Context: an optimization exercise on an open-source flow, tuned for small area, a short achievable clock period and few clock cycles per item. The choices shown serve that exercise and are no tape-out recipe. At most, simulation tests tie the RTL to the original design; equivalence was not proved. Only the layout flow was run in runs 1, 2 and 5 to 7; the RTL was not checked for function there. Power and IR drop assume default switching activity.

--- design/flow/design.v ---
module frame_encoder #(
    parameter MAX_LEN = 64
) (
    input  wire       clk,
    input  wire       rst,
    input  wire       in_valid,
    output reg        in_ready,
    input  wire [7:0] in_data,
    input  wire       in_last,
    input  wire       in_corrupt,
    output reg        out_valid,
    input  wire       out_ready,
    output reg  [7:0] out_data,
    output reg        out_last
);
    localparam N  = 69;
    localparam PW = 7;
    localparam W_OPEN  = 3'd0;
    localparam W_CODE0 = 3'd1;
    localparam W_DATA  = 3'd2;
    localparam W_T1    = 3'd3;
    localparam W_T2    = 3'd4;
    localparam W_CLOSE = 3'd5;
    localparam R_OPEN  = 2'd0;
    localparam R_CODE0 = 2'd1;
    localparam R_BODY  = 2'd2;
    function [15:0] crc_step(input [15:0] c, input [7:0] b);
        reg [7:0] x;
        begin
            x = c[15:8] ^ b;
            x = x ^ (x >> 4);
            crc_step = (c << 8) ^ ({8'd0, x} << 12) ^ ({8'd0, x} << 5) ^ {8'd0, x};
        end
    endfunction
    function [PW-1:0] inc(input [PW-1:0] a);
        inc = (a == N - 1) ? {PW{1'b0}} : a + 1'b1;
    endfunction
    reg  [7:0]   r_data [0:N-1];
    reg  [N-1:0] r_flag;
    reg  [PW-1:0] ph;
    reg          init;        
    reg  [PW-1:0] ws;         
    reg  [PW-1:0] rs;         
    reg  [PW-1:0] cnt;        
    reg          cons;        
    reg          h_valid;
    reg  [7:0]   h_data;
    reg          h_zero;
    reg          h_last;
    reg          h_corrupt;
    reg  [2:0]   w_state;
    reg  [15:0]  crc;
    reg          corrupt;     
    reg          lo_z, hi_z;  
    reg  [1:0]   r_state;
    wire out_free = !out_valid || out_ready;
    wire in_fire  = in_valid && in_ready;
    wire [PW-1:0] ph1 = inc(ph);
    wire       t_hi   = (w_state == W_T1) ^ !corrupt;
    wire [7:0] t_byte = t_hi ? crc[15:8] : crc[7:0];
    wire       t_zero = t_hi ? hi_z : lo_z;
    wire w_turn = (ws == ph) && (cnt != N);
    wire w_src  = (w_state == W_OPEN || w_state == W_DATA) ? h_valid : 1'b1;
    wire write  = w_turn && w_src;
    wire proc   = write && (w_state == W_DATA);    
    reg        w_flag;
    reg  [7:0] w_byte;
    always @* begin
        w_flag = 1'b0;
        w_byte = h_data;
        case (w_state)
            W_DATA:  w_flag = h_zero;
            W_T1, W_T2: begin
                w_flag = t_zero;
                w_byte = t_byte;
            end
            W_CLOSE: begin
                w_flag = 1'b1;
                w_byte = 8'd1;
            end
            default: ;
        endcase
    end
    reg  [2:0] w_state_n;
    always @* begin
        w_state_n = w_state;
        if (write) begin
            case (w_state)
                W_OPEN:  w_state_n = W_CODE0;
                W_CODE0: w_state_n = W_DATA;
                W_DATA:  if (h_last) w_state_n = W_T1;
                W_T1:    w_state_n = W_T2;
                W_T2:    w_state_n = W_CLOSE;
                default: w_state_n = W_OPEN;
            endcase
        end
    end
    wire       s_flag = r_flag[N-2];
    wire [7:0] s_byte = r_data[N-2];
    reg  [6:0] gap;
    integer p;
    always @* begin
        gap = 7'd0;
        for (p = 0; p <= N - 3; p = p + 1)
            if (r_flag[p]) gap = N - 2 - p;
    end
    wire found = |r_flag[N-3:0];
    wire r_turn    = (rs == ph1) && (cnt != 0);
    wire is_close  = s_flag && s_byte[0];
    wire need_code = (r_state == R_CODE0) || ((r_state == R_BODY) && s_flag && !s_byte[0]);
    wire consume   = r_turn && out_free && (!need_code || found);
    wire [PW-1:0] cnt_n = cnt + write - consume;
    wire [PW-1:0] ws_a  = write ? inc(ws) : ws;
    wire [PW-1:0] rs_a  = consume ? inc(rs) : rs;
    wire          empty = (cnt == 0) && !write;      
    wire [PW-1:0] ws_n  = empty ? ph1 : ws_a;
    wire [PW-1:0] rs_n  = empty ? ph1 : rs_a;
    wire [PW-1:0] ph_n  = ph1;
    wire          h_valid_n = in_fire || (h_valid && !proc);
    wire          proc_n    = (w_state_n == W_DATA) && (ws_n == ph_n) && (cnt_n != N);
    integer i;
    always @(posedge clk) begin
        for (i = 1; i < N; i = i + 1)
            r_data[i] <= r_data[i-1];
        r_data[0] <= write ? w_byte : r_data[N-1];
    end
    always @(posedge clk) begin
        if (rst) begin
            r_flag    <= {N{1'b0}};
        end else begin
            r_flag    <= {r_flag[N-2:0],
                          write ? w_flag : (r_flag[N-1] && !cons && !init)};
        end
    end
    always @(posedge clk) begin
        if (rst) begin
            ph        <= 0;
            init      <= 1'b1;
            ws        <= 0;
            rs        <= 0;
            cnt       <= 0;
            cons      <= 1'b0;
            h_valid   <= 1'b0;
            in_ready  <= 1'b1;
            w_state   <= W_OPEN;
            crc       <= 16'hFFFF;
            r_state   <= R_OPEN;
            out_valid <= 1'b0;
            out_data  <= 8'h00;
            out_last  <= 1'b0;
        end else begin
            ph      <= ph_n;
            if (ph == N - 1) init <= 1'b0;
            ws      <= ws_n;
            rs      <= rs_n;
            cnt     <= cnt_n;
            cons    <= consume;
            w_state <= w_state_n;
            if (in_fire) begin
                h_data    <= in_data;
                h_zero    <= (in_data == 8'h00);
                h_last    <= in_last;
                h_corrupt <= in_corrupt;
            end
            h_valid  <= h_valid_n;
            in_ready <= !h_valid_n || proc_n;
            if (proc) begin
                crc  <= crc_step(crc, h_data);
                lo_z <= (crc_step(crc, h_data) & 16'h00FF) == 16'h0000;
                hi_z <= (crc_step(crc, h_data) & 16'hFF00) == 16'h0000;
                if (h_last) corrupt <= h_corrupt;
            end
            if (write && w_state == W_CLOSE) crc <= 16'hFFFF;
            if (out_valid && out_ready) out_valid <= 1'b0;
            if (consume) begin
                out_valid <= 1'b1;
                out_last  <= 1'b0;
                case (r_state)
                    R_OPEN: begin
                        out_data <= 8'h00;
                        r_state  <= R_CODE0;
                    end
                    R_CODE0: begin
                        out_data <= {1'b0, gap};
                        r_state  <= R_BODY;
                    end
                    default: begin
                        if (!s_flag) begin
                            out_data <= s_byte;
                        end else if (is_close) begin
                            out_data <= 8'h00;
                            out_last <= 1'b1;
                            r_state  <= R_OPEN;
                        end else begin
                            out_data <= {1'b0, gap};
                        end
                    end
                endcase
            end
        end
    end
endmodule
--- design/flow/run.sh ---
#!/bin/bash
# synth_recipe.tcl (not shown) runs the flow's synth.tcl, then flattens the netlist and writes it again
# the make line also repeats each setting of config.mk as NAME=value (left out here)
make -C /OpenROAD-flow-scripts/flow DESIGN_CONFIG=/design/flow/config.mk WORK_HOME=/design/flow/orfs CLKGATE_MAP_FILE= SYNTH_SCRIPT=/design/flow/synth_recipe.tcl finish
--- design/flow/config.mk ---
export PLATFORM = sky130hd
export DESIGN_NAME = frame_encoder
export DESIGN_NICKNAME = frame_encoder
export VERILOG_FILES = /design/flow/design.v
export SDC_FILE = /design/flow/constraint.sdc
export NUM_CORES = 4
export LEC_CHECK = 0
export ABC_AREA = 1
export CAP_MARGIN = 20
export CORE_MARGIN = 2
export CORE_UTILIZATION = 40
export CTS_CLUSTER_DIAMETER = 100
export CTS_CLUSTER_SIZE = 24
export PLACE_DENSITY = 0.6
export SETUP_SLACK_MARGIN = 3.5
export SLEW_MARGIN = 20
--- design/flow/constraint.sdc ---
create_clock -name core_clock -period 6.0 [get_ports {clk}]
set_input_delay 1.2000 -clock core_clock [delete_from_list [all_inputs] [get_ports {clk}]]
set_output_delay 1.2000 -clock core_clock [all_outputs]
set_load 0.01 [all_outputs]
==> impl_metrics.yaml, run 1 <==
pwr:
  p_clk_share_pct: 25.1
  switchingPower_mw: 2.40
  switching_share_pct: 24.6
  internal_power_mw: 7.36
  powerDensity_nw_per_um2: 470
  p_leak_nw: 8.58
  power_mw: 9.75
  ir_worst_vdd_mv: 0.196
  seq_power_share_pct: 61.6
  combinationalPowerShare_pct: 13.4
synth:
  synth.distinct_cells: 39
  syn-cell-area_um2: 18100
  synth.area.top_cells: "dfxtp_1, nand2_1, nor2_1"
  yosys_register_bits: 698
  synth-simple-area-share_pct: 10.4
  synthAdderAreaFrac_pct: 1.14
  synth_xor_area_share_pct: 1.79
  syn-num-nets: 1558
  synth_top_family_by_area: "simple AND/OR/NAND/NOR gates"
  yosysTopAreaCell: "dfxtp_1"
  ys_seq_area_share_pct: 77.8
  synth-compound-area-share_pct: 4.14
  synth_top_area_share_pct: 75.4
  synthCells: 1528
  syn_avg_cell_area_um2: 11.9
  yosys_warnings: 2
  synthMuxAreaShare_pct: 0
critical_path:
  endpoint_kind: "flop"
  rr_endpoint: "in_ready"
  crit_path_frequent_cell: "ha_4"
  max_stage_delay_ps: 370
  reg2reg_slack_ps: 2020
  worstSetupStartpoint: "ph[0]"
  crit_arrival_ps: 4500
  critPathMaxFanout: 7
  critPathKind: "reg -> reg"
  crit_slowest_cell: "dfxtp_4"
  worstReg2RegStart: "ph[0]"
  rr_worst_depth: 24
  worstPathRequired_ps: 6520
  setup.worst_path.start_class: "flop"
  cp_cell_sequence: "inv_4, ha_4, nand3_4, nor4_4, inv_2, nand3_4, o22ai_1, a2111oi_4, nand3_2, nor2_4, ha_4, inv_2, ha_4, fa_2, a21oi_2, o21bai_1, a21oi_1, nor2_1, nor2_1, xor2_1, o221ai_1, a21oi_1, nand4_1, nand2_1"
clocking:
  clkSinkCount: 698
  cts_buffers: 35
  clockBufferDepth: 3
  cts-hold-fix-buffers: 0
  cts_tree: "built"
  cts_root_buf: "clkbuf_16"
  htree_levels: 2
  clk_latency_ps: 570
  clk_pin_slew_ps: 100
floorplan:
  initial_utilization_pct: 40.3
  num_rows: 78
  die-width_um: 217
  die_h_um: 217
  die_area_um2: 47100
  ioPinCount: 25
  fp.coreArea_um2: 45100
route:
  drc: 0
  first_pass_iters: 4
  routed_via_density: 4.27
  drt-wirelength-per-cell_um: 12.6
  wl_mm: 27.8
  drtAntennaViolNets: 0
  vias: 9419
  drtIter0Drc: 543
hold_path:
  hold_start: "r_data[32][5]"
  min_path_cells: 0
  hold_path.class: "reg -> reg"
  hold_path_end: "r_data[33][5]"
finish:
  final_layout_size_suffix_gt1_share_pct: 11.1
  antennaDiodeCount: 0
  multi_input_area_um2: 3590
  fillers: 4118
  regArea_um2: 14100
  syn_to_final_growth_pct: 14.4
  nets: 1630
run:
  drv_cap: 0
timing:
  slew_headroom_pct: 55.4
  period_minus_slack_ps: 3980
  worst_slew_pin_slew_ps: 669
  fin_skew_ps: 33.0
  hold_viol_final: 0
  rsz0062_at_grt: "yes"
  drv_slew: 0
  finalCritPeriodShare_pct: 66.3
  fin_setup_tns_ps: 0
  fmax_mhz: 252
  setup_viol: 0
global_route:
  grt_start_max_net_pins: 56
  grt_pass1_vias: 9135
  antenna_found_initial: 0
  grt_usage_pct: 11.9
  grt_pass1_wl_mm: 45.4
  gr-total-overflow: 0
placement:
  hpwl_mm: 16.9
  port_buffers: 24
  gp_congestion: 0.807
run_status:
  outcome: "finished clean"
metal layers:
| layer | GRT usage, % | part of all wire [%] | vias up |
|---|---|---|---|
| li1 | - | - | 4884 |
| met1 | 17.3 | 53 | 4376 |
| met2 | 17.2 | 41 | 113 |
| met3 | 2.95 | 3.7 | 46 |
| met4 | 3.79 | 2.1 | 0 |
| met5 | 0 | 0 | - |
power by group through the flow:
stage	combinational (mW)	sequential, mW	clock (mW)
2_1_floorplan	0.693	6.01	0
3_3_place_gp	0.930	6.10	0
3_5_place_dp	0.931	6.11	0
4_1_cts	1.03	6.03	2.55
5_1_grt	1.44	6.13	2.71
6_report	1.31	6.00	2.44
state kept, by name, summed over array words and instances (netlist names), 2 cells and up:
signal	cells
ws	7
r_data	552
w_state	3
rs	7
r_state	2
crc	16
out_data	8
cnt	7
r_flag	69
ph	7
h_data	8
area by class of cell:
| type | instances | share of cell area [%] |
|---|---|---|
| Clock buffer | 38 | 4.32 |
| Clock inverter | 4 | 0.223 |
| Inverter | 150 | 3.86 |
| Multi-Input combinational cell | 657 | 17.3 |
| Sequential cell | 698 | 68.0 |
| Tap cell | 600 | 3.62 |
| Timing Repair Buffer | 56 | 2.60 |
| Timing Repair inverter | 2 | 0.0723 |
placed cells by master (no fill, tap or decap), types with 8 or more instances in the layout:
| cell type | n |
|---|---|
| clkdlybuf4s50_1 | 11 |
| o21ai_0 | 30 |
| dfxtp_1 | 680 |
| xnor2_1 | 12 |
| ha_1 | 11 |
| buf_4 | 22 |
| edfxtp_1 | 14 |
| bufinv_8 | 15 |
| nand2_1 | 192 |
| o211ai_1 | 8 |
| inv_1 | 113 |
| nor2_1 | 186 |
| inv_2 | 15 |
| dlygate4sd2_1 | 11 |
| nor3_1 | 16 |
| nand3_1 | 30 |
| xor2_1 | 23 |
| clkbuf_16 | 36 |
| a21oi_1 | 48 |
| a21oi_2 | 9 |
worst max-delay path: cells and delay by family, from the launching register on:
family                   cells  cell delay (ps)
XOR/XNOR                     1              210
AND/OR/NAND/NOR              9             1170
adder cells (fa/ha/maj)      4              800
buffers and inverters        3              220
flip-flops                   1              370
AO/OA/AOI/OAI                7             1150
stage by stage:
| stage | cell area (um2) | std cells | setup slack, ps | util, % | hold slack (ps) |
|---|---|---|---|---|---|
| floorplan | 18200 | 1528 | 2040 | - | 310 |
| global placement | 19100 | 2130 | 1430 | 42.4 | 310 |
| detailed placement | 19100 | 2130 | 1400 | 42.4 | 312 |
| CTS | 20300 | 2186 | 2070 | 45.1 | 325 |
| global route | 20800 | 2205 | 1410 | 46.1 | 328 |
| finish | 20800 | 2205 | 2020 | 46.1 | 322 |
cell usage after synthesis (all sizes together):
library cell	number
o211ai	8
nor3b	1
nor4	7
xor2	24
o21bai	2
xnor2	13
clkbuf	21
o21ai	37
nor2	196
o32ai	1
and2	1
o31ai	5
ha	15
a41oi	1
edfxtp	14
o2111ai	1
or2	3
nand4	5
nor3	20
o221ai	2
nand3	36
a211oi	3
and3	1
dfxtp	684
bufinv	15
a22oi	1
o22ai	6
a2111oi	2
a311oi	1
fa	1
inv	135
o311ai	1
a21oi	58
nand2	200
buf	4
a31oi	2
or3b	1
repair_timing:
action | 4_1_cts | 5_1_grt
gates resized for setup | 58 | 62
gates cloned | 2 | 4
pin swaps | 19 | 29
endpoints found under the setup margin | 74 | 51
setup buffers | 12 | 15
logic make-up (layout without fill, tap and decap cells):
group,count (synthesis),count (layout)
AO/OA/AOI/OAI,131,131
XOR/XNOR,37,37
adder cells (fa/ha/maj),16,16
buffers and inverters,175,250
flip-flops,698,698
AND/OR/NAND/NOR,471,473
how the worst max path moves through the flow:
stage,slack [ps],endpoint
finish,2020,in_ready
global route,1410,out_data[0]
CTS,2070,in_ready
detailed placement,1400,in_ready
global placement,1430,in_ready
floorplan,2040,in_ready
==> run 2, diff against run 1 <==
--- a/design/flow/design.v
+++ b/design/flow/design.v
@@ -34,12 +34,14 @@
     endfunction
-    function [PW-1:0] inc(input [PW-1:0] a);
-        inc = (a == N - 1) ? {PW{1'b0}} : a + 1'b1;
-    endfunction
     reg  [7:0]   r_data [0:N-1];
     reg  [N-1:0] r_flag;
-    reg  [PW-1:0] ph;
+    reg  [PW-1:0] ic;         
     reg          init;        
-    reg  [PW-1:0] ws;         
-    reg  [PW-1:0] rs;         
+    reg  [PW-1:0] w_wait;     
+    reg  [PW-1:0] r_wait;     
+    reg          w_turn;      
+    reg          r_turn;      
     reg  [PW-1:0] cnt;        
+    reg          c_zero;      
+    reg          c_full;      
+    reg          c_high;      
     reg          cons;        
@@ -57,3 +59,2 @@
     wire in_fire  = in_valid && in_ready;
-    wire [PW-1:0] ph1 = inc(ph);
     wire       t_hi   = (w_state == W_T1) ^ !corrupt;
@@ -61,5 +62,4 @@
     wire       t_zero = t_hi ? hi_z : lo_z;
-    wire w_turn = (ws == ph) && (cnt != N);
     wire w_src  = (w_state == W_OPEN || w_state == W_DATA) ? h_valid : 1'b1;
-    wire write  = w_turn && w_src;
+    wire write  = w_turn && !c_full && w_src;
     wire proc   = write && (w_state == W_DATA);    
@@ -107,15 +107,17 @@
     wire found = |r_flag[N-3:0];
-    wire r_turn    = (rs == ph1) && (cnt != 0);
     wire is_close  = s_flag && s_byte[0];
     wire need_code = (r_state == R_CODE0) || ((r_state == R_BODY) && s_flag && !s_byte[0]);
-    wire consume   = r_turn && out_free && (!need_code || found);
+    wire consume   = r_turn && !c_zero && out_free && (!need_code || found);
     wire [PW-1:0] cnt_n = cnt + write - consume;
-    wire [PW-1:0] ws_a  = write ? inc(ws) : ws;
-    wire [PW-1:0] rs_a  = consume ? inc(rs) : rs;
-    wire          empty = (cnt == 0) && !write;      
-    wire [PW-1:0] ws_n  = empty ? ph1 : ws_a;
-    wire [PW-1:0] rs_n  = empty ? ph1 : rs_a;
-    wire [PW-1:0] ph_n  = ph1;
+    wire          empty    = c_zero && !write;
+    wire [PW-1:0] w_wait_n = (empty || write) ? {PW{1'b0}} :
+                             w_turn ? N - 1 : w_wait - 1'b1;
+    wire [PW-1:0] r_wait_n = empty ? N - 1 :
+                             consume ? {PW{1'b0}} :
+                             r_turn ? N - 1 : r_wait - 1'b1;
+    wire          w_turn_n = empty || write || (!w_turn && w_wait == 1);
+    wire          r_turn_n = !empty && (consume || (!r_turn && r_wait == 1));
+    wire          full_n   = c_full ? !consume : (c_high && write && !consume);
     wire          h_valid_n = in_fire || (h_valid && !proc);
-    wire          proc_n    = (w_state_n == W_DATA) && (ws_n == ph_n) && (cnt_n != N);
+    wire          proc_n    = (w_state_n == W_DATA) && w_turn_n && !full_n;
     integer i;
@@ -127,8 +129,5 @@
     always @(posedge clk) begin
-        if (rst) begin
-            r_flag    <= {N{1'b0}};
-        end else begin
-            r_flag    <= {r_flag[N-2:0],
-                          write ? w_flag : (r_flag[N-1] && !cons && !init)};
-        end
+        r_flag <= {r_flag[N-2:0],
+                   rst ? 1'b0 :
+                   write ? w_flag : (r_flag[N-1] && !cons && !init)};
     end
@@ -136,7 +135,12 @@
         if (rst) begin
-            ph        <= 0;
+            ic        <= 0;
             init      <= 1'b1;
-            ws        <= 0;
-            rs        <= 0;
+            w_wait    <= 0;
+            r_wait    <= N - 1;
+            w_turn    <= 1'b1;
+            r_turn    <= 1'b0;
             cnt       <= 0;
+            c_zero    <= 1'b1;
+            c_full    <= 1'b0;
+            c_high    <= 1'b0;
             cons      <= 1'b0;
@@ -151,7 +155,12 @@
         end else begin
-            ph      <= ph_n;
-            if (ph == N - 1) init <= 1'b0;
-            ws      <= ws_n;
-            rs      <= rs_n;
+            if (init) ic <= ic + 1'b1;
+            if (ic == N - 1) init <= 1'b0;
+            w_wait  <= w_wait_n;
+            r_wait  <= r_wait_n;
+            w_turn  <= w_turn_n;
+            r_turn  <= r_turn_n;
             cnt     <= cnt_n;
+            c_zero  <= (cnt_n == 0);
+            c_full  <= full_n;
+            c_high  <= (cnt_n == N - 1);
             cons    <= consume;
==> run 2 against run 1 <==
Effect of this change:
- still clean
- non-clock buffer count shrank 13
- clock power is essentially flat
- fmax increased by 7.6%
- synthesized area decreased by 4.6%
- via count is 11% lower
- clock skew decreased by 2.2 ps
- synthesized cell count shrank 11%
- sequential cell count rose by 5
- largest cell class unchanged
==> impl_metrics.yaml, run 2 <==
route:
  routed_via_density: 4.14
  drtIter0Drc: 508
  first_pass_iters: 4
  vias: 8343
  drt-wirelength-per-cell_um: 11.4
  wl_mm: 22.9
  drc: 0
  drtAntennaViolNets: 0
global_route:
  antenna_found_initial: 0
  grt.met2_usage_pct: 15.2
  grt_pass1_wl_mm: 39.0
  grt_pass1_vias: 8114
  gr-total-overflow: 0
  busiest_layer: "met1"
  grt_start_max_net_pins: 30
  grtUsageMet1_pct: 15.9
  met3_usage_pct: 2.29
  grt_usage_pct: 10.6
finish:
  syn_to_final_growth_pct: 12.5
  fillers: 3827
  layout_common_cells: "dfxtp_1, nand2_1, inv_1, nor2_1, a21oi_1"
  largest_reg_flops: 552
  reg_top3: "r_data x552, r_flag x69, crc x16"
  layout_commonest_cell: "dfxtp_1"
  nets: 1451
  final_layout_size_suffix_gt1_share_pct: 7.71
  final_area_um2: 19500
  regMostFlops: "r_data"
pwr:
  powerDensity_nw_per_um2: 438
  ir_worst_vdd_mv: 0.229
  p_leak_nw: 7.95
floorplan:
  ioPinCount: 25
  fp.coreArea_um2: 42900
  initial_utilization_pct: 40.4
  die-width_um: 212
  die_h_um: 212
  die_area_um2: 45000
  num_rows: 76
critical_path:
  endpoint_kind: "flop"
  setup.worst_path.start_class: "flop"
  rr_worst_depth: 68
  critPathKind: "reg -> reg"
  crit_slowest_cell: "dfxtp_2"
  critPathMaxFanout: 3
  worstPathRequired_ps: 6490
  max_stage_delay_ps: 360
  reg2reg_slack_ps: 2300
  rr_endpoint: "out_data[0]"
  crit_path_frequent_cell: "nand2_1"
  worstReg2RegStart: "r_flag[2]"
  crit_arrival_ps: 4180
synth:
  synth_top_area_share_pct: 79.7
  synth.most_common_cell: "dfxtp_1"
  synthCells: 1355
  async_flop_share_pct: 0
  synth_edf_count: 14
  ys_seq_area_share_pct: 82.1
  syn_avg_cell_area_um2: 12.8
  yosys_most_used_dff: "dfxtp_1"
  syn-cell-area_um2: 17300
  syn-num-nets: 1383
  synthTopCellsByCount: "dfxtp_1, nand2_1, inv_1"
  synth.distinct_cells: 34
  yosys_warnings: 2
  synth.area.top_cells: "dfxtp_1, nand2_1, inv_1"
  yosysTopAreaCell: "dfxtp_1"
  yosys_register_bits: 703
placement:
  place_area_um2: 18300
  gp_congestion: 0.788
  port_buffers: 24
  hpwl_mm: 14.1
clocking:
  cts-hold-fix-buffers: 0
  clockBufferDepth: 3
  cts_buffers: 35
  clk_latency_ps: 550
  cts_tree: "built"
  clkSinkCount: 703
  cts_root_buf: "clkbuf_16"
  htree_levels: 2
  clk_pin_slew_ps: 90
hold_path:
  hold_start: "r_data[17][4]"
  hold_path.class: "reg -> reg"
  min_path_cells: 0
  hold_path_end: "r_data[18][4]"
timing:
  slew_headroom_pct: 46.0
  fin_skew_ps: 30.7
  rsz0062_at_grt: "yes"
  worst_slew_pin_slew_ps: 807
  drv_slew: 0
  fin_setup_tns_ps: 0
  finalCritPeriodShare_pct: 61.6
  fmax_mhz: 271
  setup_viol: 0
  period_minus_slack_ps: 3700
  hold_viol_final: 0
run:
  drv_cap: 0
run_status:
  outcome: "finished clean"
[run 2: repair_timing]
| action | 4_1_cts | 5_1_grt |
|---|---|---|
| resized for setup | 31 | 11 |
| cloned | 1 | 0 |
| setup endpoints to repair | 57 | 14 |
| pin swaps | 12 | 7 |
| setup buffers | 13 | 4 |
[run 2: kinds of logic after synthesis]
group           after synthesis  share of synthesized area (%)
compound gates              118                           3.77
xor+xnor                     32                           1.62
fa+ha+maj                    14                           1.06
buf+inv                     137                           3.21
flops                       703                           82.1
mux                           1                         0.0578
simple gates                350                           8.17
[run 2: through the flow]
stage,hold slack [ps],std cells,setup slack (ps),util (%),total power [mW]
after CTS,323,2008,2220,45.3,8.62
after global placement,310,1952,1620,42.7,6.12
after detailed placement,312,1953,1480,42.7,6.13
final,320,2013,2300,45.4,8.54
after floorplan,310,1355,2610,-,5.96
after global routing,323,2012,1540,45.4,8.97
[run 2: worst max path at each step]
stage / cells past startpoint / startpoint / end / slack [ps]
2_1_floorplan: 17 / out_ready / c_zero / 2610
3_3_place_gp: 17 / out_ready / c_zero / 1620
3_5_place_dp: 17 / out_ready / c_zero / 1480
4_1_cts: 69 / r_flag[1] / out_data[0] / 2220
5_1_grt: 69 / r_flag[1] / out_data[0] / 1540
6_report: 68 / r_flag[2] / out_data[0] / 2300
[run 2: layout make-up]
class	instances	area, um2	share of cell area [%]
diodes	1	2.50	0.0128
inverters	124	520	2.67
well taps	585	732	3.76
repair buffers	43	373	1.91
multi-input cells	515	2680	13.7
flip-flops and latches	703	14200	73.0
repair inverters	1	5.00	0.0257
clock inverters	3	45.0	0.231
clock buffers	38	908	4.66
[run 2: worst max-delay path, delay by kind of cell, from the launching register on]
| kind | cells | cell delay (ps) |
|---|---|---|
| AND/OR/NAND/NOR | 66 | 3140 |
| AO/OA/AOI/OAI | 1 | 100 |
| flip-flops | 1 | 360 |
| buffers and inverters | 1 | 40 |
[run 2: report_power, final]
| part | total [mW] | internal (mW) | switching [mW] |
|---|---|---|---|
| clock | 2.44 | 1.10 | 1.34 |
| combinational | 0.557 | 0.239 | 0.318 |
| sequential | 5.54 | 5.36 | 0.181 |
| total | 8.54 | 6.70 | 1.84 |
[run 2: layer usage]
layer  share of wire (%)  vias to the layer above
met4                 2.4                        0
li1                    -                     4334
met3                 4.6                       38
met1                  54                     3844
met2                  39                      127
met5                   0                        -
==> run 3, diff against run 2 <==
--- a/design/flow/design.v
+++ b/design/flow/design.v
@@ -99,10 +99,25 @@
     wire [7:0] s_byte = r_data[N-2];
-    reg  [6:0] gap;
-    integer p;
+    reg  [127:0] g;           
+    reg          fv [0:7][0:127];
+    reg  [6:0]   fi [0:7][0:127];
+    integer l, k;
     always @* begin
-        gap = 7'd0;
-        for (p = 0; p <= N - 3; p = p + 1)
-            if (r_flag[p]) gap = N - 2 - p;
-    end
-    wire found = |r_flag[N-3:0];
+        g = 128'd0;
+        for (k = 1; k <= N - 3; k = k + 1)
+            g[k] = r_flag[N-3-k];
+        for (k = 0; k < 128; k = k + 1) begin
+            fv[0][k] = g[k];
+            fi[0][k] = 7'd0;
+        end
+        for (l = 1; l <= 7; l = l + 1)
+            for (k = 0; k < (128 >> l); k = k + 1) begin
+                fv[l][k] = fv[l-1][2*k] | fv[l-1][2*k+1];
+                fi[l][k] = fv[l-1][2*k] ? fi[l-1][2*k]
+                                        : (fi[l-1][2*k+1] | (7'd1 << (l-1)));
+            end
+    end
+    reg        gap_found;     
+    reg  [6:0] gap_near;      
+    wire       found = gap_found || r_flag[0];
+    wire [6:0] gap   = gap_found ? gap_near : N - 2;
     wire is_close  = s_flag && s_byte[0];
@@ -166,2 +181,4 @@
             cons    <= consume;
+            gap_found <= fv[7][0];
+            gap_near  <= fi[7][0];
             w_state <= w_state_n;
--- a/design/flow/config.mk
+++ b/design/flow/config.mk
@@ -14,3 +14,3 @@
 export PLACE_DENSITY = 0.6
-export SETUP_SLACK_MARGIN = 3.5
+export SETUP_SLACK_MARGIN = 3.7
 export SLEW_MARGIN = 20
==> run 3 against run 2 <==
Effect of this change:
- synthesized area is 2.6% higher
- worst hold slack better by 1.2 ps
- non-clock buffer count is 7 lower
- die area is 2.5% higher
- clock power is 4% higher
- cell area is 2.1% higher
- sequential share of layout area is 0.21 points lower
- first-iteration DRC count is 6.3% higher
- global-route usage hardly changed
- sequential power is 4.5% higher
- critical path depth is 53 lower
==> impl_metrics.yaml, run 3 <==
run_status:
  outcome: "finished clean"
pwr:
  internal_power_mw: 7.05
  seq_power_share_pct: 63.2
  switchingPower_mw: 2.12
  p_leak_nw: 8.06
  combinationalPowerShare_pct: 9.2
  ir_worst_vdd_mv: 0.237
  powerDensity_nw_per_um2: 461
  switching_share_pct: 23.1
  p_clk_share_pct: 27.6
finish:
  regMostFlops: "r_data"
  antennaDiodeCount: 0
  final_layout_size_suffix_gt1_share_pct: 9.62
  layout_common_cells: "dfxtp_1, nand2_1, inv_1, nor2_1, a21oi_1"
  fillers: 3991
  layout_commonest_cell: "dfxtp_1"
  nets: 1453
  largest_reg_flops: 552
  final_area_um2: 19900
  syn_to_final_growth_pct: 12.1
  reg_top3: "r_data x552, r_flag x69, crc x16"
synth:
  synth.area.top_cells: "dfxtp_1, edfxtp_1, nand2_1"
  synth_edf_count: 22
  yosys_warnings: 4
  async_flop_share_pct: 0
  syn-num-nets: 1390
  syn-cell-area_um2: 17800
  syn_avg_cell_area_um2: 13.0
  synthTopCellsByCount: "dfxtp_1, nand2_1, inv_1"
  yosys_register_bits: 711
  synthCells: 1362
  yosys_most_used_dff: "dfxtp_1"
  synth.most_common_cell: "dfxtp_1"
  synth_top_area_share_pct: 77.7
  ys_seq_area_share_pct: 81.4
  synth.distinct_cells: 46
  yosysTopAreaCell: "dfxtp_1"
timing:
  fin_skew_ps: 18.3
  finalCritPeriodShare_pct: 42.6
  rsz0062_at_grt: "yes"
  setup_viol: 0
  slew_headroom_pct: 34.8
  period_minus_slack_ps: 2560
  drv_slew: 0
  worst_slew_pin_slew_ps: 975
  hold_viol_final: 0
  fin_setup_tns_ps: 0
  fmax_mhz: 391
critical_path:
  critPathMaxFanout: 3
  crit_arrival_ps: 3060
  endpoint_kind: "flop"
  setup.worst_path.start_class: "input pin"
  worstPathRequired_ps: 6500
  critPathKind: "in -> reg"
placement:
  hpwl_mm: 14.7
  port_buffers: 24
  gp_congestion: 0.815
  place_area_um2: 18700
global_route:
  grt_pass1_vias: 8232
  gr-total-overflow: 0
  grt_usage_pct: 10.7
  grt_pass1_wl_mm: 40.3
  antenna_found_initial: 0
  grt_start_max_net_pins: 28
run:
  drv_cap: 0
clocking:
  htree_levels: 2
  clk_pin_slew_ps: 90
  cts_root_buf: "clkbuf_16"
  cts_buffers: 35
  clkSinkCount: 711
  clk_latency_ps: 570
  clockBufferDepth: 3
  cts_tree: "built"
route:
  vias: 8665
  drt-wirelength-per-cell_um: 11.8
  routed_via_density: 4.27
  met1Wirelength_mm: 12.7
  drtIter0Drc: 540
  wl_mm: 23.9
  routed-wl-met3_mm: 1.26
  first_pass_iters: 5
  drc: 0
  drtAntennaViolNets: 0
  top_layer_used: "met4"
  wl_met2_mm: 9.43
floorplan:
  fp.coreArea_um2: 44000
  ioPinCount: 25
  die_h_um: 215
  die-width_um: 215
  die_area_um2: 46100
  initial_utilization_pct: 40.3
  num_rows: 77
hold_path:
  hold_path.class: "reg -> reg"
run 3: critical path, cell delays in order:
cell and delay (ps):
buf_6 90, nor2_4 110, nor3_4 50, nand2_4 90, inv_8 30, ha_4 250, inv_2 30, ha_4 150
fa_2 380, nand3_2 80, nand2_2 50, xor2_1 150, nor2_1 160, nand4_1 110, nor2_1 100
run 3: stage by stage:
stage	setup WS [ps]	total power [mW]	instances	util (%)	hold slack, ps
final	3440	9.17	2027	45.2	321
after global routing	3370	9.68	2027	45.2	331
after CTS	3420	9.29	2024	45.1	323
after detailed placement	2310	6.73	1968	42.6	312
after global placement	2320	6.72	1968	42.6	311
after floorplan	2940	6.48	1362	-	310
run 3: final cells by class:
type	instances	area (um2)	share of cell area (%)
repair buffers	36	333	1.67
clock inverters	4	87.6	0.440
flip-flops and latches	711	14500	72.8
well taps	592	741	3.72
clock buffers	43	927	4.66
multi-input cells	531	2900	14.6
repair inverters	1	5.00	0.0252
inverters	109	425	2.14
run 3: logic make-up (layout without fill, tap and decap cells):
| group | after synthesis | count (layout) | share of synthesized area [%] |
|---|---|---|---|
| xor+xnor | 30 | 30 | 1.48 |
| buf+inv | 120 | 193 | 2.79 |
| flops | 711 | 711 | 81.4 |
| mux | 1 | 1 | 0.0564 |
| compound gates | 137 | 137 | 4.34 |
| simple gates | 349 | 349 | 8.91 |
| fa+ha+maj | 14 | 14 | 1.03 |
run 3: path summary, 6_finish.rpt:
kind / depth (start not counted) / slack [ps] / from / endpoint
worst min-delay path: 0 / 320 / r_data[61][3] / r_data[62][3]
worst max-delay path: 15 / 3440 / out_ready / c_high
worst max register to register: 17 / 3520 / r_state[1] / c_high
worst min register to register: 0 / 320 / r_data[61][3] / r_data[62][3]
run 3: power by group through the flow:
stage,Clock [mW],Combinational [mW],Sequential (mW)
after floorplan,0,0.664,5.82
after global placement,0,0.825,5.90
after detailed placement,0,0.819,5.91
after CTS,2.64,0.835,5.81
after global routing,2.82,0.982,5.88
final,2.53,0.846,5.79
run 3: routing by layer:
metal,vias to the layer above,track usage (%)
met5,-,0
met2,141,15.1
met4,0,3.56
met3,38,2.99
li1,4428,-
met1,4058,15.7
run 3: repair_timing:
item / 4_1_cts / 5_1_grt
cloned: 1 / 0
setup endpoints to repair: 67 / 38
hold buffers: 0 / 0
pin swaps: 9 / 13
gates resized for setup: 70 / 14
setup buffers: 8 / 3
Testbench counts of run 3, summed over its fixed seeds: cycles 47,298, frames 1,200.
==> run 4, diff against run 3 <==
--- a/design/flow/config.mk
+++ b/design/flow/config.mk
@@ -14,3 +14,3 @@
 export PLACE_DENSITY = 0.6
-export SETUP_SLACK_MARGIN = 3.7
+export SETUP_SLACK_MARGIN = 3.5
 export SLEW_MARGIN = 20
==> run 4 against run 3 <==
Effect of this change:
- cell count decreased by 0.15%
- total power decreased by 0.47%
- synthesized area unchanged
- routed wire length decreased by 0.25%
- synthesized cell count unchanged
- largest power group unchanged
- combinational power increased by 2%
- non-clock buffer count decreased by 2
- sequential cell count unchanged
- still clean on timing, DRC and antenna
- count of clock-buffer cells in the layout unchanged
- worst hold slack improved by 1.3 ps
- register-to-register slack improved by 50 ps
==> impl_metrics.yaml, run 4 <==
synth:
  ys_seq_area_share_pct: 81.4
  synthCells: 1362
  synth.most_common_cell: "dfxtp_1"
  synth_edf_count: 22
  synth_top_family_by_area: "simple AND/OR/NAND/NOR gates"
  syn-num-nets: 1390
  async_flop_share_pct: 0
  synthAdderAreaFrac_pct: 1.03
  synthMuxAreaShare_pct: 0.0564
  synth.area.top_cells: "dfxtp_1, edfxtp_1, nand2_1"
  synth.distinct_cells: 46
  synth_xor_area_share_pct: 1.48
  syn_avg_cell_area_um2: 13.0
  synth-simple-area-share_pct: 8.91
  yosys_register_bits: 711
  yosys_warnings: 4
  yosysTopAreaCell: "dfxtp_1"
  synth-compound-area-share_pct: 4.34
  yosys_most_used_dff: "dfxtp_1"
  syn-cell-area_um2: 17800
  synth_top_area_share_pct: 77.7
  synthTopCellsByCount: "dfxtp_1, nand2_1, inv_1"
critical_path:
  cp_cell_sequence: "buf_6, nor2_4, nor3_4, nand2_4, inv_8, ha_4, inv_2, ha_4, fa_2, nand3_2, nand2_2, xor2_2, nor2_2, nand4_1, nor2_1"
  crit_path_frequent_cell: "ha_4"
  worstPathRequired_ps: 6510
  rr_endpoint: "c_high"
  crit_arrival_ps: 3030
  critPathMaxFanout: 3
  max_stage_delay_ps: 390
  crit_buf_inv: 3
  crit_slowest_cell: "fa_2"
  critPathKind: "in -> reg"
  worstReg2RegStart: "gap_found"
  setup.worst_path.start_class: "input pin"
  path_delay_family: "adder cells"
  rr_worst_depth: 16
  reg2reg_slack_ps: 3570
  endpoint_kind: "flop"
timing:
  setup_viol: 0
  fin_setup_tns_ps: 0
  slew_headroom_pct: 32.4
  layout_setup_ws_ps: 3480
  finalCritPeriodShare_pct: 42.1
  fin_skew_ps: 15.0
  worst_slew_pin_slew_ps: 1010
  period_minus_slack_ps: 2520
  rsz0062_at_grt: "yes"
  hold_viol_final: 0
  drv_slew: 0
  fmax_mhz: 396
  hold_ws_ps: 323
route:
  drt-wirelength-per-cell_um: 11.8
  first_pass_iters: 4
  drtAntennaViolNets: 0
  drtIter0Drc: 479
  vias: 8565
  drc: 0
  routed_via_density: 4.23
  wl_mm: 23.9
floorplan:
  initial_utilization_pct: 40.3
  num_rows: 77
  fp.coreArea_um2: 44000
  die-width_um: 215
  die_area_um2: 46100
  ioPinCount: 25
  die_h_um: 215
placement:
  place_area_um2: 18700
  place_inst: 1968
  gp_congestion: 0.792
  hpwl_mm: 14.5
  port_buffers: 24
  dp_slack_ps: 2330
global_route:
  grt_pass1_wl_mm: 40.6
  grt_usage_pct: 10.7
  antenna_found_initial: 0
  grt_pass1_vias: 8268
  gr-total-overflow: 0
  grt_start_max_net_pins: 28
clocking:
  clockBufferDepth: 3
  clk_pin_slew_ps: 100
  clk_latency_ps: 560
  htree_levels: 2
  cts_root_buf: "clkbuf_16"
  cts_tree: "built"
  clkSinkCount: 711
  cts_buffers: 35
finish:
  nets: 1451
  regMostFlops: "r_data"
  antennaDiodeCount: 0
  layout_commonest_cell: "dfxtp_1"
  final_util_pct: 45.0
  layout_common_cells: "dfxtp_1, nand2_1, inv_1, nor2_1, a21oi_1"
  syn_to_final_growth_pct: 11.5
  fillers: 3976
  final_layout_size_suffix_gt1_share_pct: 8.17
  reg_top3: "r_data x552, r_flag x69, crc x16"
  fin_cells: 2024
  largest_reg_flops: 552
  final_area_um2: 19800
hold_path:
  hold_path.class: "reg -> reg"
  min_path_cells: 0
  hold_path_end: "r_data[6][1]"
  hold_start: "r_data[5][1]"
pwr:
  p_leak_nw: 8.05
  power_mw: 9.12
  powerDensity_nw_per_um2: 461
  ir_worst_vdd_mv: 0.244
run:
  drv_cap: 0
run_status:
  outcome: "finished clean"
[run 4: cell counts after synthesis]
Identical to the previous run, type by type.
[run 4: worst max-delay path by stage]
stage	start	endpoint	slack, ps	cells past startpoint
floorplan	out_ready	c_high	2940	15
detailed placement	out_ready	c_high	2330	15
CTS	out_ready	c_high	3450	15
global route	out_ready	c_high	3400	15
global placement	out_ready	c_high	2350	15
finish	out_ready	c_high	3480	15
[run 4: cells by family after synthesis]
| family | count (synthesis) |
|---|---|
| and+or+nand+nor | 349 |
| DFF | 711 |
| xor gates and xnor gates | 30 |
| adders and majority gates | 14 |
| AOI/OAI and AO/OA | 137 |
| buffers and inverters | 120 |
| muxes | 1 |
[run 4: what timing repair did]
action	4_1_cts	5_1_grt
gates cloned	1	0
endpoints found under the setup margin	35	24
hold buffers	0	0
buffers inserted	6	3
resized for setup	24	7
pin swaps	10	10
[run 4: cell type report]
class	count	area [um2]	area share, %
Tap cell	592	741	3.74
Clock inverter	3	36.3	0.183
Multi-Input combinational cell	531	2900	14.7
Clock buffer	43	927	4.68
Sequential cell	711	14500	73.0
Inverter	109	425	2.15
Timing Repair Buffer	34	303	1.53
Timing Repair inverter	1	5.00	0.0253
[run 4: where the power goes]
part           switching, mW  internal [mW]
logic                  0.526          0.336
registers              0.226           5.57
clock network           1.36           1.11
[run 4: metal layers]
| layer | part of all wire (%) | global-route usage, % |
|---|---|---|
| met1 | 54 | 15.9 |
| met2 | 38 | 14.8 |
| met3 | 4.2 | 2.31 |
| met4 | 3.0 | 5.07 |
| met5 | 0 | 0 |
==> run 5, diff against run 4 <==
--- a/design/flow/design.v
+++ b/design/flow/design.v
@@ -125,3 +125,9 @@
     wire consume   = r_turn && !c_zero && out_free && (!need_code || found);
-    wire [PW-1:0] cnt_n = cnt + write - consume;
+    wire          c_up   = write && !consume;
+    wire          c_down = !write && consume;
+    wire [PW-1:0] cnt_p  = cnt + 1'b1;
+    wire [PW-1:0] cnt_m  = cnt - 1'b1;
+    wire [PW-1:0] cnt_n  = c_up ? cnt_p : c_down ? cnt_m : cnt;
+    wire          zero_n = c_up ? 1'b0 : c_down ? (cnt_m == 0) : c_zero;
+    wire          high_n = c_up ? (cnt_p == N - 1) : c_down ? (cnt_m == N - 1) : c_high;
     wire          empty    = c_zero && !write;
@@ -134,3 +140,3 @@
     wire          r_turn_n = !empty && (consume || (!r_turn && r_wait == 1));
-    wire          full_n   = c_full ? !consume : (c_high && write && !consume);
+    wire          full_n   = c_up ? c_high : c_down ? 1'b0 : c_full;
     wire          h_valid_n = in_fire || (h_valid && !proc);
@@ -177,5 +183,5 @@
             cnt     <= cnt_n;
-            c_zero  <= (cnt_n == 0);
+            c_zero  <= zero_n;
             c_full  <= full_n;
-            c_high  <= (cnt_n == N - 1);
+            c_high  <= high_n;
             cons    <= consume;
@@ -184,3 +190,3 @@
             w_state <= w_state_n;
-            if (in_fire) begin
+            if (in_ready) begin
                 h_data    <= in_data;
==> run 5 against run 4 <==
Effect of this change:
- via count grew 2.5%
- cell count grew 2.2%
- synthesized area grew 0.81%
- critical path depth shrank 14
- clock power shrank 3%
- fmax grew 4.6%
- core utilization shrank 0.18 points
- non-clock buffer count shrank 6
- first-iteration DRC count shrank 0.21%
- count of clock-buffer cells in the layout shrank 3
- sequential cell count is the same
- global-route usage shrank 0.21 points
- largest cell class unchanged
==> impl_metrics.yaml, run 5 <==
run_status:
  outcome: "finished clean"
critical_path:
  worstReg2RegStart: "w_state[2]"
  setup.worst_path.start_class: "flop"
  worstPathRequired_ps: 4800
  crit_slowest_cell: "dfxtp_2"
  worstSetupStartpoint: "in_ready"
  endpoint_kind: "output pin"
  crit_arrival_ps: 1210
  path_delay_family: "flip-flops"
  crit_buf_inv: 1
  critPathKind: "reg -> out"
  critPathMaxFanout: 2
  max_stage_delay_ps: 400
  cp_cell_sequence: "dlygate4sd2_1"
pwr:
  power_mw: 9.85
  ir_worst_vdd_mv: 0.214
  powerDensity_nw_per_um2: 497
  p_leak_nw: 8.12
timing:
  rsz0062_at_grt: "no"
  fmax_mhz: 414
  hold_viol_final: 0
  fin_setup_tns_ps: 0
  drv_slew: 0
  fin_skew_ps: 11.4
  finalCritPeriodShare_pct: 40.2
  setup_viol: 0
  worst_slew_pin_slew_ps: 626
  slew_headroom_pct: 58.2
  period_minus_slack_ps: 2410
floorplan:
  num_rows: 77
  ioPinCount: 25
  die_area_um2: 46500
  initial_utilization_pct: 40.5
  die_h_um: 216
  die-width_um: 216
  fp.coreArea_um2: 44200
route:
  drtAntennaViolNets: 0
  drc: 0
  vias: 8776
  first_pass_iters: 5
  routed_via_density: 4.24
  wl_mm: 24.1
  drtIter0Drc: 478
  drt-wirelength-per-cell_um: 11.7
synth:
  synthCells: 1419
  ys_seq_area_share_pct: 80.7
  synth.area.top_cells: "dfxtp_1, nand2_1, edfxtp_1"
  syn_avg_cell_area_um2: 12.6
  synth_edf_count: 22
  synth.distinct_cells: 43
  async_flop_share_pct: 0
  yosys_most_used_dff: "dfxtp_1"
  yosys_register_bits: 711
  synthTopCellsByCount: "dfxtp_1, nand2_1, inv_1"
  synth.most_common_cell: "dfxtp_1"
  yosysTopAreaCell: "dfxtp_1"
  syn-cell-area_um2: 17900
  synth_top_area_share_pct: 77.1
  yosys_warnings: 4
  syn-num-nets: 1444
clocking:
  cts_root_buf: "clkbuf_16"
  clk_pin_slew_ps: 90
  clk_latency_ps: 530
  cts_buffers: 35
  cts_tree: "built"
  htree_levels: 2
  clockBufferDepth: 3
  clkSinkCount: 711
  cts-hold-fix-buffers: 0
finish:
  fin_cells: 2068
  final_layout_size_suffix_gt1_share_pct: 6.30
  final_util_pct: 44.8
  layout_commonest_cell: "dfxtp_1"
  regArea_um2: 14500
  fillers: 3973
  syn_to_final_growth_pct: 10.7
  antennaDiodeCount: 0
  regMostFlops: "r_data"
  largest_reg_flops: 552
  nets: 1496
  multi_input_area_um2: 2920
  layout_common_cells: "dfxtp_1, nand2_1, inv_1, nor2_1, nand3_1"
  reg_top3: "r_data x552, r_flag x69, crc x16"
hold_path:
  hold_start: "r_data[60][7]"
  hold_path.class: "reg -> reg"
global_route:
  antenna_found_initial: 2
  grt_start_max_net_pins: 28
  grt_pass1_vias: 8214
  grt_pass1_wl_mm: 40.3
  grt_usage_pct: 10.5
  gr-total-overflow: 0
placement:
  hpwl_mm: 15.2
  place_inst: 2022
  gp_congestion: 0.800
  port_buffers: 24
run:
  drv_cap: 0
-- run 5: final timing paths --
check / endpoint / slack [ps] / cells past startpoint
hold reg to reg: r_data[61][7] / 320 / 0
setup / recovery: in_ready / 3590 / 1
hold / removal: r_data[61][7] / 320 / 0
setup reg to reg: r_data[0][1] / 4080 / 7
-- run 5: final cells by class --
cell class	count	share of cell area, %
Multi-Input combinational cell	564	14.8
Timing Repair inverter	1	0.0379
Sequential cell	711	73.0
Clock buffer	40	4.52
Clock inverter	2	0.101
Timing Repair Buffer	28	1.31
Tap cell	592	3.74
Inverter	130	2.56
-- run 5: routing by layer --
metal,part of all wire [%],global-route usage (%),up-vias
li1,-,-,4582
met1,55,16.2,4016
met2,38,14.6,134
met3,4.8,2.45,40
met4,2.0,3.03,4
met5,0.11,0,-
-- run 5: stage by stage --
step | instance area [um2] | hold slack (ps) | worst slack (ps)
detailed placement | 18800 | 312 | 2260
global placement | 18800 | 311 | 2330
finish | 19800 | 321 | 3590
floorplan | 17900 | 310 | 3520
CTS | 19800 | 327 | 3510
global route | 19800 | 332 | 3520
-- run 5: cells by family after synthesis --
logic type,count (synthesis),synth area share [%]
AO/OA/AOI/OAI,149,4.61
XOR/XNOR,26,1.27
adder cells (fa/ha/maj),11,0.769
buffers and inverters,144,3.13
flip-flops,711,80.7
AND/OR/NAND/NOR,378,9.48
-- run 5: timing repair --
item	in CTS	in global routing
gates resized for setup	19	13
endpoints found under the setup margin	42	8
cloned	1	0
pin swaps	0	7
setup buffers	1	2
-- run 5: power breakdown --
group | switching, mW | internal (mW)
clock network | 1.33 | 1.07
registers | 0.379 | 6.01
logic | 0.677 | 0.384
total | 2.39 | 7.47
==> run 6, diff against run 5 <==
--- a/design/flow/config.mk
+++ b/design/flow/config.mk
@@ -8,2 +8,3 @@
 export ABC_AREA = 1
+export ABC_CLOCK_PERIOD_IN_PS = 2400
 export CAP_MARGIN = 20
==> run 6 against run 5 <==
Effect of this change:
- still clean on timing, DRC and antenna
- cell count stayed put
- sequential power hardly changed
- count of clock-buffer cells in the layout stayed put
- clock skew stayed put
- non-clock buffer count stayed put
- global-route usage stayed put
- cell area stayed put
- total power stayed put
- core utilization stayed put
- worst hold slack stayed put
- via count stayed put
- largest power group unchanged
==> impl_metrics.yaml, run 6 <==
clocking:
  htree_levels: 2
  cts_root_buf: "clkbuf_16"
  clkSinkCount: 711
  clk_latency_ps: 530
  cts_buffers: 35
  clk_pin_slew_ps: 90
  cts_tree: "built"
  clockBufferDepth: 3
floorplan:
  initial_utilization_pct: 40.5
  ioPinCount: 25
  fp.coreArea_um2: 44200
  num_rows: 77
  die_h_um: 216
  die-width_um: 216
  die_area_um2: 46500
critical_path:
  rr_worst_depth: 7
  crit_arrival_ps: 1210
  worstReg2RegStart: "w_state[2]"
  max_stage_delay_ps: 400
  crit_buf_inv: 1
  setup.worst_path.start_class: "flop"
  setup.worst_path.end: "in_ready"
  cp.depth: 1
  cp_cell_sequence: "dlygate4sd2_1"
  critPathKind: "reg -> out"
  endpoint_kind: "output pin"
  critPathMaxFanout: 2
  path_delay_family: "flip-flops"
  crit_slowest_cell: "dfxtp_2"
  rr_endpoint: "r_data[0][1]"
  reg2reg_slack_ps: 4080
  worstPathRequired_ps: 4800
  worstSetupStartpoint: "in_ready"
timing:
  drv_slew: 0
  hold_ws_ps: 321
  setup_viol: 0
  worst_slew_pin_slew_ps: 626
  period_minus_slack_ps: 2410
  fin_setup_tns_ps: 0
  hold_viol_final: 0
  layout_setup_ws_ps: 3590
  fin_skew_ps: 11.4
  fmax_mhz: 414
  finalCritPeriodShare_pct: 40.2
  slew_headroom_pct: 58.2
  rsz0062_at_grt: "no"
synth:
  syn-cell-area_um2: 17900
  async_flop_share_pct: 0
  synth_edf_count: 22
  synthCells: 1419
  ys_seq_area_share_pct: 80.7
  yosys_warnings: 4
  syn-num-nets: 1444
  synth.most_common_cell: "dfxtp_1"
  synth.area.top_cells: "dfxtp_1, nand2_1, edfxtp_1"
  syn_avg_cell_area_um2: 12.6
  synth.distinct_cells: 43
  synth_top_area_share_pct: 77.1
  yosysTopAreaCell: "dfxtp_1"
  yosys_register_bits: 711
  synthTopCellsByCount: "dfxtp_1, nand2_1, inv_1"
  yosys_most_used_dff: "dfxtp_1"
run:
  drv_cap: 0
global_route:
  grt_start_max_net_pins: 28
  grt_pass1_wl_mm: 40.3
  grtUsageMet1_pct: 16.2
  met3_usage_pct: 2.45
  antenna_found_initial: 2
  grt_usage_pct: 10.5
  gr-total-overflow: 0
  busiest_layer: "met1"
  grt_pass1_vias: 8214
  grt.met2_usage_pct: 14.6
hold_path:
  hold_path.class: "reg -> reg"
finish:
  final_util_pct: 44.8
  regMostFlops: "r_data"
  syn_to_final_growth_pct: 10.7
  layout_commonest_cell: "dfxtp_1"
  fin_cells: 2068
  final_layout_size_suffix_gt1_share_pct: 6.30
  layout_common_cells: "dfxtp_1, nand2_1, inv_1, nor2_1, nand3_1"
  nets: 1496
  reg_top3: "r_data x552, r_flag x69, crc x16"
  largest_reg_flops: 552
  antennaDiodeCount: 0
route:
  routed_via_density: 4.24
  drtIter0Drc: 478
  drc: 0
  drt-wirelength-per-cell_um: 11.7
  drtAntennaViolNets: 0
  wl_mm: 24.1
  first_pass_iters: 5
  vias: 8776
run_status:
  outcome: "finished clean"
placement:
  port_buffers: 24
  hpwl_mm: 15.2
  dp_slack_ps: 2260
  gp_congestion: 0.800
  place_inst: 2022
pwr:
  powerDensity_nw_per_um2: 497
  p_leak_nw: 8.12
  ir_worst_vdd_mv: 0.214
[run 6: timing repair]
item,CTS,global route
endpoints found under the setup margin,42,8
gates resized for setup,19,13
gates cloned,1,0
hold buffers,0,0
pin swaps,0,7
setup buffers,1,2
[run 6: kinds of logic after synthesis]
kind of cell    synth area share (%)
fa+ha+maj                      0.769
compound gates                  4.61
buf+inv                         3.13
flops                           80.7
xor+xnor                        1.27
simple gates                    9.48
[run 6: how the worst min path moves through the flow]
stage	depth (start not counted)	endpoint	start	slack (ps)
2_1_floorplan	0	r_data[10][0]	r_data[9][0]	310
3_3_place_gp	0	r_data[59][4]	r_data[58][4]	310
3_5_place_dp	0	r_data[14][7]	r_data[13][7]	310
4_1_cts	0	r_data[62][5]	r_data[61][5]	330
5_1_grt	0	r_data[29][6]	r_data[28][6]	330
6_report	0	r_data[61][7]	r_data[60][7]	320
[run 6: final cells by class]
cell class | instances | area, um2
fillers | 3973 | 24400
multi-input cells | 564 | 2920
clock buffers | 40 | 895
repair buffers | 28 | 259
repair inverters | 1 | 7.51
well taps | 592 | 741
clock inverters | 2 | 20.0
inverters | 130 | 507
flip-flops and latches | 711 | 14500
[run 6: through the flow]
stage                     total power [mW]  instance area [um2]
after CTS                             9.98                19800
after global placement                7.50                18800
after global routing                  10.4                19800
after floorplan                       7.16                17900
after detailed placement              7.51                18800
final                                 9.85                19800
[run 6: where the power goes]
part,internal [mW],total [mW],switching [mW]
sequential,6.01,6.39,0.379
combinational,0.384,1.06,0.677
clock,1.07,2.40,1.33
[run 6: per-layer routing]
| layer | part of all wire (%) | routed length (um) |
|---|---|---|
| met1 | 55 | 13200 |
| met2 | 38 | 9190 |
| met4 | 2.0 | 477 |
| met3 | 4.8 | 1160 |
| met5 | 0.11 | 27 |
==> run 7, diff against run 6 <==
--- a/design/flow/design.v
+++ b/design/flow/design.v
@@ -46,8 +46,4 @@
     reg          c_high;      
+    reg          c_ge3;       
     reg          cons;        
-    reg          h_valid;
-    reg  [7:0]   h_data;
-    reg          h_zero;
-    reg          h_last;
-    reg          h_corrupt;
     reg  [2:0]   w_state;
@@ -62,5 +58,5 @@
     wire       t_zero = t_hi ? hi_z : lo_z;
-    wire w_src  = (w_state == W_OPEN || w_state == W_DATA) ? h_valid : 1'b1;
-    wire write  = w_turn && !c_full && w_src;
-    wire proc   = write && (w_state == W_DATA);    
+    wire w_data = (w_state == W_DATA);
+    wire proc   = in_fire;                         
+    wire write  = w_data ? in_fire : (w_turn && !c_full);
     reg        w_flag;
@@ -69,5 +65,5 @@
         w_flag = 1'b0;
-        w_byte = h_data;
+        w_byte = in_data;
         case (w_state)
-            W_DATA:  w_flag = h_zero;
+            W_DATA:  w_flag = (in_data == 8'h00);
             W_T1, W_T2: begin
@@ -90,3 +86,3 @@
                 W_CODE0: w_state_n = W_DATA;
-                W_DATA:  if (h_last) w_state_n = W_T1;
+                W_DATA:  if (in_last) w_state_n = W_T1;
                 W_T1:    w_state_n = W_T2;
@@ -124,3 +120,4 @@
     wire need_code = (r_state == R_CODE0) || ((r_state == R_BODY) && s_flag && !s_byte[0]);
-    wire consume   = r_turn && !c_zero && out_free && (!need_code || found);
+    wire r_ready   = (r_state == R_OPEN) ? c_ge3 : !c_zero;
+    wire consume   = r_turn && r_ready && out_free && (!need_code || found);
     wire          c_up   = write && !consume;
@@ -132,2 +129,3 @@
     wire          high_n = c_up ? (cnt_p == N - 1) : c_down ? (cnt_m == N - 1) : c_high;
+    wire          ge3_n  = c_up ? (cnt_p >= 3) : c_down ? (cnt_m >= 3) : c_ge3;
     wire          empty    = c_zero && !write;
@@ -141,3 +139,2 @@
     wire          full_n   = c_up ? c_high : c_down ? 1'b0 : c_full;
-    wire          h_valid_n = in_fire || (h_valid && !proc);
     wire          proc_n    = (w_state_n == W_DATA) && w_turn_n && !full_n;
@@ -166,5 +163,5 @@
             c_high    <= 1'b0;
+            c_ge3     <= 1'b0;
             cons      <= 1'b0;
-            h_valid   <= 1'b0;
-            in_ready  <= 1'b1;
+            in_ready  <= 1'b0;
             w_state   <= W_OPEN;
@@ -186,2 +183,3 @@
             c_high  <= high_n;
+            c_ge3   <= ge3_n;
             cons    <= consume;
@@ -190,15 +188,8 @@
             w_state <= w_state_n;
-            if (in_ready) begin
-                h_data    <= in_data;
-                h_zero    <= (in_data == 8'h00);
-                h_last    <= in_last;
-                h_corrupt <= in_corrupt;
-            end
-            h_valid  <= h_valid_n;
-            in_ready <= !h_valid_n || proc_n;
+            in_ready <= proc_n;
             if (proc) begin
-                crc  <= crc_step(crc, h_data);
-                lo_z <= (crc_step(crc, h_data) & 16'h00FF) == 16'h0000;
-                hi_z <= (crc_step(crc, h_data) & 16'hFF00) == 16'h0000;
-                if (h_last) corrupt <= h_corrupt;
+                crc  <= crc_step(crc, in_data);
+                lo_z <= (crc_step(crc, in_data) & 16'h00FF) == 16'h0000;
+                hi_z <= (crc_step(crc, in_data) & 16'hFF00) == 16'h0000;
+                if (in_last) corrupt <= in_corrupt;
             end
--- a/design/flow/config.mk
+++ b/design/flow/config.mk
@@ -8,3 +8,2 @@
 export ABC_AREA = 1
-export ABC_CLOCK_PERIOD_IN_PS = 2400
 export CAP_MARGIN = 20
==> run 7 against run 6 <==
Effect of this change:
- combinational power rose by 18%
- critical path depth is the same
- critical endpoint is now out_last
- clock skew increased by 10 ps
- count of clock-buffer cells in the layout did not move
- total power grew 3.9%
- clock power is 3% higher
- cell count grew 1.5%
- still clean on timing, DRC and antenna
- non-clock buffer count rose by 6
==> impl_metrics.yaml, run 7 <==
floorplan:
  die_h_um: 215
  fp.coreArea_um2: 44000
  ioPinCount: 25
  die_area_um2: 46100
  initial_utilization_pct: 40.4
  die-width_um: 215
  num_rows: 77
finish:
  final_layout_size_suffix_gt1_share_pct: 7.04
  nets: 1528
  reg_top3: "r_data x552, r_flag x69, crc x16"
  syn_to_final_growth_pct: 11.4
  layout_commonest_cell: "dfxtp_1"
  layout_common_cells: "dfxtp_1, nand2_1, inv_1, nor2_1, a21oi_1"
  regMostFlops: "r_data"
  largest_reg_flops: 552
pwr:
  ir_worst_vdd_mv: 0.185
  p_leak_nw: 8.33
  powerDensity_nw_per_um2: 517
timing:
  hold_viol_final: 0
  drv_slew: 0
  period_minus_slack_ps: 2430
  hold_ws_ps: 324
  layout_setup_ws_ps: 3570
  fmax_mhz: 411
  rsz0062_at_grt: "no"
  fin_setup_tns_ps: 0
  slew_headroom_pct: 39.1
  finalCritPeriodShare_pct: 40.6
  setup_viol: 0
  fin_skew_ps: 21.4
  worst_slew_pin_slew_ps: 907
global_route:
  grt_start_max_net_pins: 26
  gr-total-overflow: 0
  grt_pass1_vias: 8545
  grt_usage_pct: 11.3
  grt_pass1_wl_mm: 42.8
  antenna_found_initial: 4
placement:
  hpwl_mm: 15.9
  gp_congestion: 0.804
  dp_slack_ps: 2430
  port_buffers: 24
route:
  drtIter0Drc: 522
  wl_mm: 25.6
  drtAntennaViolNets: 0
  drc: 0
  drt-wirelength-per-cell_um: 12.2
  first_pass_iters: 5
  routed_via_density: 4.25
  vias: 8918
synth:
  synthCells: 1447
  synthTopCellsByCount: "dfxtp_1, nand2_1, inv_1"
  synth.area.top_cells: "dfxtp_1, nand2_1, inv_1"
  ys_seq_area_share_pct: 79.5
  synth-simple-area-share_pct: 10.2
  yosysTopAreaCell: "dfxtp_1"
  syn-cell-area_um2: 17800
  yosys_warnings: 4
  synth.distinct_cells: 41
  synthMuxAreaShare_pct: 0
  synth_top_family_by_area: "simple AND/OR/NAND/NOR gates"
  synth_xor_area_share_pct: 1.23
  syn-num-nets: 1475
  synth.most_common_cell: "dfxtp_1"
  synth_edf_count: 11
  syn_avg_cell_area_um2: 12.3
  yosys_register_bits: 700
  synth-compound-area-share_pct: 4.88
  synthAdderAreaFrac_pct: 0.985
  async_flop_share_pct: 0
  synth_top_area_share_pct: 77.6
  yosys_most_used_dff: "dfxtp_1"
clocking:
  cts_tree: "built"
  htree_levels: 2
  clk_latency_ps: 570
  clockBufferDepth: 3
  clkSinkCount: 700
  cts_root_buf: "clkbuf_16"
  clk_pin_slew_ps: 90
  cts_buffers: 35
run:
  drv_cap: 0
critical_path:
  critPathKind: "reg -> out"
  critPathMaxFanout: 2
  cp_cell_sequence: "dlygate4sd2_1"
  max_stage_delay_ps: 380
  crit_buf_inv: 1
  crit_arrival_ps: 1230
  crit_slowest_cell: "dfxtp_1"
  endpoint_kind: "output pin"
  path_delay_family: "flip-flops"
  setup.worst_path.start_class: "flop"
  worstPathRequired_ps: 4800
run_status:
  outcome: "finished clean"
hold_path:
  hold_path.class: "reg -> reg"
-- run 7: metal layers --
layer	global-route usage [%]	part of all wire, %
met1	15.8	51
met2	16.3	40
met3	3.50	5.9
met4	4.47	2.7
met5	0	0.13
-- run 7: stage by stage --
step                      total power [mW]  utilization (%)  area (um2)  std cells
after floorplan                       7.41                -       17800       1447
after global placement                7.82             42.5       18700       2047
after detailed placement              7.80             42.5       18700       2047
after CTS                             10.4             44.9       19800       2097
after global routing                  10.9             45.0       19800       2097
final                                 10.2             45.0       19800       2098
-- run 7: cell type report --
| type | count | area (um2) |
|---|---|---|
| flip-flops and latches | 700 | 14100 |
| multi-input cells | 603 | 3150 |
| well taps | 592 | 741 |
| clock buffers | 40 | 937 |
| inverters | 126 | 489 |
| repair buffers | 34 | 340 |
| diodes | 1 | 2.50 |
| fillers | 3967 | 24200 |
| clock inverters | 2 | 22.5 |
-- run 7: kinds of logic after synthesis --
kind of cell             after synthesis
AO/OA/AOI/OAI                        144
XOR/XNOR                              25
adder cells (fa/ha/maj)               14
buffers and inverters                144
flip-flops                           700
AND/OR/NAND/NOR                      420
-- run 7: repair_timing --
action	CTS	global route
endpoints found under the setup margin	64	3
cloned	1	0
gates resized for setup	28	5
hold buffers	0	0
pin swaps	4	0
buffers inserted	7	0
-- run 7: worst reg2reg max path, cell delays in order (launching register included) --
cell and delay (ps):
dfxtp_1 540, nand3_1 180, o21ai_4 140, o2111ai_2 200, nand2_4 150, buf_4 140
ha_1 140, inv_1 60, o21ai_2 130, nand2_1 70, nor2_1 80, nand2_1 50
nor2_1 100, nand3_1 70, a21oi_1 130
-- run 7: path summary, 6_finish.rpt --
| check | startpoint | endpoint | slack, ps | cells after the start |
|---|---|---|---|---|
| worst max-delay path | out_last | out_last | 3570 | 1 |
| worst min register to register | r_data[36][7] | r_data[37][7] | 320 | 0 |
| worst min-delay path | r_data[36][7] | r_data[37][7] | 320 | 0 |
| worst max register to register | r_state[1] | c_high | 3770 | 14 |
-- run 7: where the power goes --
part | internal, mW | switching [mW] | leakage [nW]
clock | 1.12 | 1.35 | 0.472
sequential | 6.11 | 0.411 | 5.82
combinational | 0.449 | 0.797 | 2.04

==> re-timing with driven ports <==
No port has a modelled driver above. Below, the same layouts with a new extraction and two added sets of constraints. Step 1 (the two cells are an assumption about what drives the block):
set clk [get_ports {clk}]
set_driving_cell -lib_cell sky130_fd_sc_hd__clkbuf_16 $clk
set_driving_cell -lib_cell sky130_fd_sc_hd__buf_2 [delete_from_list [all_inputs] $clk]
Step 2 times the ports against the registers' clock, not the clock port: input delays grow and output delays shrink by t, the midpoint of the rising clock arrivals with the driver on. Three values: ideal ports, drivers, drivers and shift; two values: the first two.
run | t (ns) | setup WS [ns] | clock arrival spread, ns | slew at the worst register clock pin (ns)
run 1 | 0.603 | 2.024 / 2.024 / 1.537 | 0.033 / 0.033 | 0.10 / 0.10
run 2 | 0.583 | 2.304 / 2.304 / 1.996 | 0.037 / 0.037 | 0.10 / 0.10
run 3 | 0.615 | 3.444 / 3.467 / 2.852 | 0.024 / 0.024 | 0.10 / 0.10
run 4 | 0.612 | 3.476 / 3.495 / 2.883 | 0.020 / 0.020 | 0.10 / 0.10
run 5 | 0.575 | 3.587 / 3.537 / 3.091 | 0.018 / 0.017 | 0.09 / 0.09
run 6 | 0.575 | 3.587 / 3.537 / 3.091 | 0.018 / 0.017 | 0.09 / 0.09
run 7 | 0.607 | 3.566 / 3.512 / 2.975 | 0.025 / 0.025 | 0.10 / 0.10
After both steps every run listed still meets setup and hold. For run 4, which loses most, drivers alone change the setup slack by +0.019 ns; drivers and shift together by -0.593 ns.
